Context: an optimization exercise on an open-source flow, tuned for small area. The choices shown serve that exercise and are no tape-out recipe.
In this exercise RTL edits were held to simulation tests only and were not proved equivalent to the original.
No activity file was given, so power comes from the tool's default toggle rates.

== run D ==
==> flow/design.v <==
module b62_core (
    input  wire         clk,
    input  wire         rst,       
    input  wire         start,     
    input  wire         dec,       
    input  wire [1:0]   sel,       
    input  wire [5:0]   len,       
    input  wire [343:0] din,
    output wire         ready,
    output reg          done,
    output wire [1:0]   err,       
    output wire [5:0]   err_idx,   
    output wire [5:0]   out_len,
    output wire [343:0] dout
);
    localparam ERR_NONE  = 2'd0;
    localparam ERR_ALPHA = 2'd1;
    localparam ERR_FRAME = 2'd2;
    localparam ERR_OVF   = 2'd3;
    function [7:0] alpha;
        input [1:0] s;
        input [5:0] d;
        reg       s1, t1, t2;
        reg [6:0] k;
        begin
            s1 = (s == 2'd1);
            t1 = s1 ? (d < 6'd26) : (d < 6'd10);
            t2 = s1 ? (d < 6'd52) : (d < 6'd36);
            case (s)
                2'd1:    k = t1 ? 7'h41 : t2 ? 7'h47 : 7'h7C;    
                2'd2:    k = t1 ? 7'h30 : t2 ? 7'h57 : 7'h1D;    
                default: k = t1 ? 7'h30 : t2 ? 7'h37 : 7'h3D;    
            endcase
            alpha = {1'b0, {1'b0, d} + k};
        end
    endfunction
    function [6:0] sym;
        input [1:0] s;
        input [7:0] c;
        reg       isdig, inlet, ok;
        reg [5:0] k;
        begin
            isdig = (c[7:4] == 4'b0011) && !(c[3] && (c[2] || c[1]));
            inlet = (c[4:0] != 5'd0) && !(c[4] && c[3] && (c[2] || (c[1] && c[0])));
            ok    = isdig || (c[7:6] == 2'b01 && inlet);
            if (!c[6])      k = (s == 2'd1) ? 6'd36 : 6'd48;                         
            else if (!c[5]) k = (s == 2'd0) ? 6'd9 : (s == 2'd1) ? 6'd63 : 6'd35;    
            else            k = (s == 2'd0) ? 6'd35 : (s == 2'd1) ? 6'd25 : 6'd9;    
            sym = {ok, {1'b0, c[4:0]} + k};
        end
    endfunction
    reg  [343:0] ring;        
    reg  [7:0]   x;           
    reg  [7:0]   r;           
    reg          busy;
    reg          dec_r;
    reg  [1:0]   sel_r;
    reg  [5:0]   len_r;
    reg  [5:0]   c;           
    reg  [5:0]   j;           
    reg          pre;         
    reg          clr;         
    reg          fin;         
    reg          after;       
    reg          nz;          
    reg  [1:0]   err_r;
    assign ready   = !busy;
    assign dout    = ring;
    assign err     = err_r;
    assign err_idx = (err_r == ERR_ALPHA) ? j : 6'd0;
    assign out_len = (err_r == ERR_NONE) ? j : 6'd0;
    wire [7:0] top   = ring[343:336];
    wire       div   = !pre && !clr;
    wire       m_ins = div && !after && (c == j);    
    wire       m_dir = div && !after && (c != j);
    wire       inchk = (c < len_r);                  
    reg        s_ok;
    reg  [6:0] s_k;
    always @* begin
        s_ok = ((x[7:4] == 4'b0011) && !(x[3] && (x[2] || x[1]))) ||
               (x[7:6] == 2'b01 && (x[4:0] != 5'd0) &&
                !(x[4] && x[3] && (x[2] || (x[1] && x[0]))));
        if (dec_r) begin
            if (!x[6])      s_k = (sel_r == 2'd1) ? 7'd36 : 7'd48;
            else if (!x[5]) s_k = (sel_r == 2'd0) ? 7'd9 : (sel_r == 2'd1) ? 7'd63 : 7'd35;
            else              s_k = (sel_r == 2'd0) ? 7'd35 : (sel_r == 2'd1) ? 7'd25 : 7'd9;
        end else begin
            case (sel_r)
                2'd1:    s_k = (r[5:0] < 6'd26) ? 7'h41 : (r[5:0] < 6'd52) ? 7'h47 : 7'h7C;
                2'd2:    s_k = (r[5:0] < 6'd10) ? 7'h30 : (r[5:0] < 6'd36) ? 7'h57 : 7'h1D;
                default: s_k = (r[5:0] < 6'd10) ? 7'h30 : (r[5:0] < 6'd36) ? 7'h37 : 7'h3D;
            endcase
        end
    end
    wire [6:0] s_sum = (dec_r ? {2'b00, x[4:0]} : {1'b0, r[5:0]}) + s_k;
    wire [6:0] cs    = {s_ok, s_sum[5:0]};
    wire       hit   = pre && dec_r && inchk && !cs[6];    
    wire       frame = (len_r == 6'd1) || (len_r[1:0] == 2'd0);
    wire [5:0] jn    = j + 6'd1;
    wire [5:0] lnx   = len_r - (dec_r ? ((len_r[1:0] == 2'd1) ? 6'd2 : 6'd1)
                                      : {5'd0, j[1:0] != 2'd0});
    wire       last  = dec_r ? (len_r == 6'd2) : (lnx == 6'd0 && jn[1:0] != 2'd0);
    wire [9:0]  u  = {r[5:0], 3'b000} + {2'b00, top};    
    wire [3:0]  q2 = u / 10'd62;
    wire [5:0]  re = u % 10'd62;
    wire [7:0]  qe = {r[5:0], 2'b00} + {4'd0, q2};
    wire [13:0] td = {r, 6'd0} - {r, 1'b0} + {8'd0, top[5:0]};
    wire [7:0]  qd = {2'b00, td[13:8]};
    wire [7:0]  rd = td[7:0];
    wire [7:0] q   = dec_r ? qd : qe;
    wire [7:0] ins = dec_r ? r : {1'b0, s_sum};
    wire [7:0] pv  = !inchk ? 8'd0 : dec_r ? {2'b00, cs[5:0]} : x;
    wire       m_dly = div && after;
    wire [7:0] y = ({8{pre}} & pv) | ({8{m_dir}} & q) | ({8{m_ins}} & ins) | ({8{m_dly}} & x);
    wire load = start && !busy;
    always @(posedge clk) begin
        ring <= {ring[335:0], y} | (din & {344{load}});
        x    <= top;
        if (rst) begin
            busy <= 1'b1;
            clr  <= 1'b1;
            pre  <= 1'b0;
            fin  <= 1'b0;
            c    <= 6'd43;
            done <= 1'b0;
        end else begin
            done <= 1'b0;
            if (!busy) begin
                if (start) begin
                    busy    <= 1'b1;
                    dec_r   <= dec;
                    sel_r   <= sel;
                    len_r   <= len;
                    c       <= 6'd43;
                    j       <= 6'd0;
                    pre     <= 1'b1;
                    clr     <= 1'b0;
                    err_r   <= ERR_NONE;
                end
            end else begin
                c       <= c - 6'd1;
                if (m_dir && qd != 8'd0) nz <= 1'b1;
                if (m_dir) r <= dec_r ? rd : {2'b00, re};
                if (m_ins || pre) r <= 8'd0;
                if (m_ins) after <= 1'b1;
                if (hit && err_r == ERR_NONE) err_r <= ERR_ALPHA;
                if (pre && dec_r && inchk && cs[6] && err_r == ERR_NONE) j <= jn;
                if (c == 6'd0) begin
                    c     <= 6'd43;
                    nz    <= 1'b0;
                    after <= 1'b0;
                    pre   <= 1'b0;
                    if (div) begin
                        j     <= jn;
                        len_r <= lnx;
                    end
                    if (clr) begin
                        busy <= 1'b0;
                        done <= fin;
                    end else if (pre) begin
                        if (err_r != ERR_NONE || hit) begin
                            clr <= 1'b1;
                            fin <= 1'b1;
                            c   <= 6'd43;
                        end else if (dec_r && frame) begin
                            err_r <= ERR_FRAME;
                            clr   <= 1'b1;
                            fin   <= 1'b1;
                            c     <= 6'd43;
                        end else begin
                            j <= 6'd0;
                        end
                    end else if (last) begin
                        clr <= 1'b1;
                        c   <= 6'd43;
                        if (dec_r && nz) begin
                            err_r <= ERR_OVF;
                            fin   <= 1'b1;
                        end else begin
                            fin  <= 1'b0;
                            done <= 1'b1;
                        end
                    end
                end
            end
        end
    end
endmodule
export LEC_CHECK = 0
export CAP_MARGIN = 20
export CORE_AREA = 4 4 211 211
export DIE_AREA = 0 0 215 215
export SLEW_MARGIN = 20
create_clock -name core_clock -period 5.5 [get_ports {clk}]
standard.sh (not shown) runs the stock make flow with config.mk's settings and CLKGATE_MAP_FILE= SYNTH_SCRIPT=/design/flow/synth_recipe.tcl, a recipe that flattens the netlist after the stock synthesis.
==> flow/flow/run.sh <==
#!/bin/bash
# The standard layout (standard.sh), with two changes to how it is made:
# ports are buffered with the smallest buffer instead of a delay buffer, and
# clock tree synthesis uses small clock buffers and no dummy loads.
set -euo pipefail
export BUFFER_PORTS_ARGS="-buffer_cell sky130_fd_sc_hd__buf_1"
export CTS_ARGS="-sink_clustering_enable -repair_clock_nets -dont_use_dummy_load -buf_list {sky130_fd_sc_hd__clkbuf_8} -sink_clustering_size 14 -sink_clustering_max_diameter 70"
bash standard.sh finish > standard.log 2>&1
## Diff of input files: run C against run D
--- a/flow/design.v
+++ b/flow/design.v
@@ -99,13 +99,15 @@
     wire [5:0] jn    = j + 6'd1;
     wire [5:0] lnx   = len_r - (dec_r ? ((len_r[1:0] == 2'd1) ? 6'd2 : 6'd1)
                                       : {5'd0, j[1:0] != 2'd0});
     wire       last  = dec_r ? (len_r == 6'd2) : (lnx == 6'd0 && jn[1:0] != 2'd0);
     wire [9:0]  u  = {r[5:0], 3'b000} + {2'b00, top};    
-    wire [3:0]  q2 = u / 10'd62;
-    wire [5:0]  re = u % 10'd62;
-    wire [7:0]  qe = {r[5:0], 2'b00} + {4'd0, q2};
+    wire [3:0]  ua = u[9:6];                              
+    wire [6:0]  v  = {2'b00, ua, 1'b0} + {1'b0, u[5:0]};
+    wire        ge = (v >= 7'd62);
+    wire [5:0]  re = ge ? v[5:0] + 6'd2 : v[5:0];
+    wire [7:0]  qe = {r[5:0], 2'b00} + {4'd0, ua} + {7'd0, ge};
     wire [13:0] td = {r, 6'd0} - {r, 1'b0} + {8'd0, top[5:0]};
     wire [7:0]  qd = {2'b00, td[13:8]};
     wire [7:0]  rd = td[7:0];
     wire [7:0] q   = dec_r ? qd : qe;
     wire [7:0] ins = dec_r ? r : {1'b0, s_sum};
## What came out
Final-layout fill cell count, run C vs run D: down slightly
Between run C and run D, it is run C whose met1 track utilization from global routing is lower, by 12 points.
Comparing run C and run D, the higher global placement routability congestion was measured on run D.
Number of logic inverters in the finished layout is lower on run D
Diff run D..run C | global-route congestion overflow total | unchanged
Comparing initial antenna violation count for run C and run D, the bigger number came from run C.
In the tables for run C and run D, combinational power share reads lower with run C.
Number of cell instances on the worst register-to-register path, run C and run D, lower one = run D.
Summary — growth of design area from synthesis to finish, run C relative to run D: higher, by 0.78 points.
Global-route wire length before repair in run C is 12% below run D.
Comparing run C with run D, the design area came out essentially unchanged.

the baseline:
b62_core, a different RTL version from the one above (not shown whole).
Size in the first run: about 1300 cells after synthesis, roughly 390 flip-flops, about 0.014 sq mm of cells after synthesis.
==> module b62_core, before the edit <==
module b62_core (
    input  wire         clk,
    input  wire         rst,       
    input  wire         start,     
    input  wire         dec,       
    input  wire [1:0]   sel,       
    input  wire [5:0]   len,       
    input  wire [343:0] din,
    output wire         ready,
    output reg          done,
    output wire [1:0]   err,       
    output wire [5:0]   err_idx,   
    output wire [5:0]   out_len,
    output wire [343:0] dout
);
    localparam ERR_NONE  = 2'd0;
    localparam ERR_ALPHA = 2'd1;
    localparam ERR_FRAME = 2'd2;
    localparam ERR_OVF   = 2'd3;
    function [7:0] alpha;
        input [1:0] s;
        input [5:0] d;
        reg       s1, t1, t2;
        reg [6:0] k;
        begin
            s1 = (s == 2'd1);
            t1 = s1 ? (d < 6'd26) : (d < 6'd10);
            t2 = s1 ? (d < 6'd52) : (d < 6'd36);
            case (s)
                2'd1:    k = t1 ? 7'h41 : t2 ? 7'h47 : 7'h7C;    
                2'd2:    k = t1 ? 7'h30 : t2 ? 7'h57 : 7'h1D;    
                default: k = t1 ? 7'h30 : t2 ? 7'h37 : 7'h3D;    
            endcase
            alpha = {1'b0, {1'b0, d} + k};
        end
    endfunction
    function [6:0] sym;
        input [1:0] s;
        input [7:0] c;
        reg       isdig, inlet, ok;
        reg [5:0] k;
        begin
            isdig = (c[7:4] == 4'b0011) && !(c[3] && (c[2] || c[1]));
            inlet = (c[4:0] != 5'd0) && !(c[4] && c[3] && (c[2] || (c[1] && c[0])));
            ok    = isdig || (c[7:6] == 2'b01 && inlet);
            if (!c[6])      k = (s == 2'd1) ? 6'd36 : 6'd48;                         
            else if (!c[5]) k = (s == 2'd0) ? 6'd9 : (s == 2'd1) ? 6'd63 : 6'd35;    
            else            k = (s == 2'd0) ? 6'd35 : (s == 2'd1) ? 6'd25 : 6'd9;    
            sym = {ok, {1'b0, c[4:0]} + k};
        end
    endfunction
    reg  [343:0] ring;        
    reg  [7:0]   x;           
    reg  [7:0]   r;           
    reg          busy;
    reg          dec_r;
    reg  [1:0]   sel_r;
    reg  [5:0]   len_r;
    reg  [5:0]   c;           
    reg  [5:0]   j;           
    reg          pre;         
    reg          post;        
    reg          clr;         
    reg          fin;         
    reg          after;       
    reg          nz;          
    reg  [1:0]   err_r;
    assign ready   = !busy;
    assign dout    = ring;
    assign err     = err_r;
    assign err_idx = (err_r == ERR_ALPHA) ? j : 6'd0;
    assign out_len = (err_r == ERR_NONE) ? j : 6'd0;
    wire [7:0] top   = ring[343:336];
    wire       div   = !pre && !post && !clr;
    wire       mark  = (c == (pre ? len_r : j));
    wire       m_ins = div && !after && mark;
    wire       m_dir = div && !after && !mark;
    wire       m_dly = div && after;
    reg        s_ok;
    reg  [6:0] s_k;
    always @* begin
        s_ok = ((x[7:4] == 4'b0011) && !(x[3] && (x[2] || x[1]))) ||
               (x[7:6] == 2'b01 && (x[4:0] != 5'd0) &&
                !(x[4] && x[3] && (x[2] || (x[1] && x[0]))));
        if (dec_r) begin
            if (!x[6])      s_k = (sel_r == 2'd1) ? 7'd36 : 7'd48;                         
            else if (!x[5]) s_k = (sel_r == 2'd0) ? 7'd9 : (sel_r == 2'd1) ? 7'd63 : 7'd35;    
            else            s_k = (sel_r == 2'd0) ? 7'd35 : (sel_r == 2'd1) ? 7'd25 : 7'd9;    
        end else begin
            case (sel_r)
                2'd1:    s_k = (x[5:0] < 6'd26) ? 7'h41 : (x[5:0] < 6'd52) ? 7'h47 : 7'h7C;
                2'd2:    s_k = (x[5:0] < 6'd10) ? 7'h30 : (x[5:0] < 6'd36) ? 7'h57 : 7'h1D;
                default: s_k = (x[5:0] < 6'd10) ? 7'h30 : (x[5:0] < 6'd36) ? 7'h37 : 7'h3D;
            endcase
        end
    end
    wire [6:0] s_sum = {1'b0, x[5] && !dec_r, x[4:0]} + s_k;
    wire       hit   = pre && dec_r && after && !s_ok;    
    wire       frame = (len_r == 6'd1) || (len_r[1:0] == 2'd0);
    wire [5:0] jn    = j + 6'd1;
    wire [5:0] lnx   = len_r - (dec_r ? ((len_r[1:0] == 2'd1) ? 6'd2 : 6'd1)
                                      : {5'd0, j[1:0] != 2'd0});
    wire       last  = dec_r ? (len_r == 6'd2) : (lnx == 6'd0 && jn[1:0] != 2'd0);
    wire [9:0]  u  = {r[5:0], 3'b000} + {2'b00, top};    
    wire [3:0]  ua = u[9:6];                              
    wire [6:0]  v  = {2'b00, ua, 1'b0} + {1'b0, u[5:0]};
    wire        ge = (v >= 7'd62);
    wire [5:0]  re = ge ? v[5:0] + 6'd2 : v[5:0];
    wire [7:0]  qe = {r[5:0], 2'b00} + {4'd0, ua} + {7'd0, ge};
    wire [13:0] td = {r, 6'd0} - {r, 1'b0} + {8'd0, top[5:0]};
    wire [7:0]  qd = {2'b00, td[13:8]};
    wire [7:0]  rd = td[7:0];
    wire [7:0] q  = dec_r ? qd : qe;
    wire [7:0] pv = !after ? 8'd0 : (dec_r || post) ? {1'b0, s_sum} : x;
    wire [7:0] y = ({8{pre || post}} & pv) | ({8{m_dir}} & q) | ({8{m_ins}} & r) |
                   ({8{m_dly}} & x);
    wire load = start && !busy;
    always @(posedge clk) begin
        ring <= {ring[335:0], y} | (din & {344{load}});
        x    <= top;
        r    <= (pre || c == 6'd0) ? 8'd0 : dec_r ? rd : {2'b00, re};
        if (rst) begin
            busy <= 1'b1;
            clr  <= 1'b1;
            pre  <= 1'b0;
            post <= 1'b0;
            fin  <= 1'b0;
            c    <= 6'd43;
            done <= 1'b0;
        end else begin
            done <= 1'b0;
            if (!busy) begin
                if (start) begin
                    busy    <= 1'b1;
                    dec_r   <= dec;
                    sel_r   <= sel;
                    len_r   <= len;
                    c       <= 6'd43;
                    j       <= 6'd0;
                    pre     <= 1'b1;
                    clr     <= 1'b0;
                    err_r   <= ERR_NONE;
                end
            end else begin
                c <= c - 6'd1;
                if (m_dir && qd != 8'd0) nz <= 1'b1;
                if (mark) after <= 1'b1;
                if (hit && err_r == ERR_NONE) err_r <= ERR_ALPHA;
                if (pre && dec_r && after && s_ok && err_r == ERR_NONE) j <= jn;
                if (c == 6'd0) begin
                    c     <= 6'd43;
                    nz    <= 1'b0;
                    after <= 1'b0;
                    pre   <= 1'b0;
                    post  <= 1'b0;
                    if (div) begin
                        j     <= jn;
                        len_r <= lnx;
                    end
                    if (clr) begin
                        busy <= 1'b0;
                        done <= fin;
                    end else if (pre) begin
                        if (err_r != ERR_NONE || hit) begin
                            clr <= 1'b1;
                            fin <= 1'b1;
                        end else if (dec_r && frame) begin
                            err_r <= ERR_FRAME;
                            clr   <= 1'b1;
                            fin   <= 1'b1;
                        end else begin
                            j <= 6'd0;
                        end
                    end else if (post || (last && dec_r)) begin
                        clr <= 1'b1;
                        if (nz) begin
                            err_r <= ERR_OVF;
                            fin   <= 1'b1;
                        end else begin
                            fin  <= 1'b0;
                            done <= 1'b1;
                        end
                    end else if (last) begin
                        post <= 1'b1;
                    end
                end
            end
        end
    end
endmodule
==> flow/config.mk <==
export PLATFORM = sky130hd
export DESIGN_NAME = b62_core
export DESIGN_NICKNAME = b62_core
export VERILOG_FILES = /design/flow/design.v
export SDC_FILE = /design/flow/constraint.sdc
export NUM_CORES = 4
export LEC_CHECK = 0
export CAP_MARGIN = 20
export CORE_AREA = 4 4 211 211
export DIE_AREA = 0 0 215 215
export SLEW_MARGIN = 20
==> flow/constraint.sdc <==
create_clock -name core_clock -period 5.5 [get_ports {clk}]
set_input_delay 1.1000 -clock core_clock [delete_from_list [all_inputs] [get_ports {clk}]]
set_output_delay 1.1000 -clock core_clock [all_outputs]
set_load 0.01 [all_outputs]
Scripts as last shown in full above: flow/flow/run.sh
No stage failed in the baseline, and the final checks on the layout all came back clean.
What the candidate does differently from the baseline at the input level:
-- flow/design.v --
<<< the baseline, line 119
        ring <= {ring[335:0], y} | (din & {344{load}});
        x    <= top;
        r    <= (pre || c == 6'd0) ? 8'd0 : dec_r ? rd : {2'b00, re};
        if (rst) begin
            busy <= 1'b1;
>>> the candidate, line 119
        ring <= {ring[335:0], y} | (din & {344{load}});
        x    <= top;
        if (rst) begin
            busy <= 1'b1;
<<< the baseline, line 145
                c <= c - 6'd1;
                if (m_dir && qd != 8'd0) nz <= 1'b1;
                if (mark) after <= 1'b1;
                if (hit && err_r == ERR_NONE) err_r <= ERR_ALPHA;
>>> the candidate, line 144
                c <= c - 6'd1;
                if (m_dir && qd != 8'd0) nz <= 1'b1;
                if (m_dir) r <= dec_r ? rd : {2'b00, re};
                if (m_ins || pre) r <= 8'd0;
                if (mark) after <= 1'b1;
                if (hit && err_r == ERR_NONE) err_r <= ERR_ALPHA;
==> summary.txt <==
The candidate | status: complete | timing, DRC, antenna: pass. Comparing the candidate against the baseline, there is no change at all in placeable core area. The candidate against the baseline: fraction of power consumed by combinational cells shrank by 11 points, hold violation count in the final report held steady, flip-flop and latch share of the layout cell area held steady. From the baseline to the candidate the numbers moved as follows: post-layout worst setup margin saw a decrease; total power draw down 14%. Met1 layer usage reported by global route: the candidate vs the baseline down 5.8 points. STATUS register-to-register slack: the candidate loses against the baseline. Between the baseline and the candidate, the fraction of cell area in non-clock buffers figures differ only marginally. Lower design area was reported by the baseline, not the candidate. Wire: the candidate routes less than the baseline.

## static timing again, ports no longer ideal
Ports are ideal in the flow. The routed layouts listed here were re-timed in OpenROAD. Step 1 (the two cells are an assumption about what drives the block):
set clk [get_ports {clk}]
set_driving_cell -lib_cell sky130_fd_sc_hd__clkbuf_16 $clk
set_driving_cell -lib_cell sky130_fd_sc_hd__buf_2 [delete_from_list [all_inputs] $clk]
Step 2 moves the port delays by t, midway between the first and last clock arrival at a register: inputs arrive t later, outputs are due t later. That takes back most of the time a late clock gives input paths. a / b / c = no drivers / after step 1 / after step 2; a / b = the first two.
run | t, ns | setup WS [ns] | latest minus earliest clock arrival (ns) | worst register clock-pin slew, ns | worst slew at a driven data input, ns
run D | 0.652 | 0.443 / 0.443 / 0.443 | 0.040 / 0.040 | 0.10 / 0.10 | 0.17
run C | 0.630 | 0.398 / 0.398 / 0.398 | 0.062 / 0.062 | 0.10 / 0.10 | 0.14
the baseline | 0.633 | 0.581 / 0.581 / 0.581 | 0.079 / 0.079 | 0.10 / 0.10 | 0.15
the candidate | 0.626 | 0.390 / 0.390 / 0.390 | 0.072 / 0.072 | 0.10 / 0.10 | 0.09
After both steps every run listed still meets setup and hold.
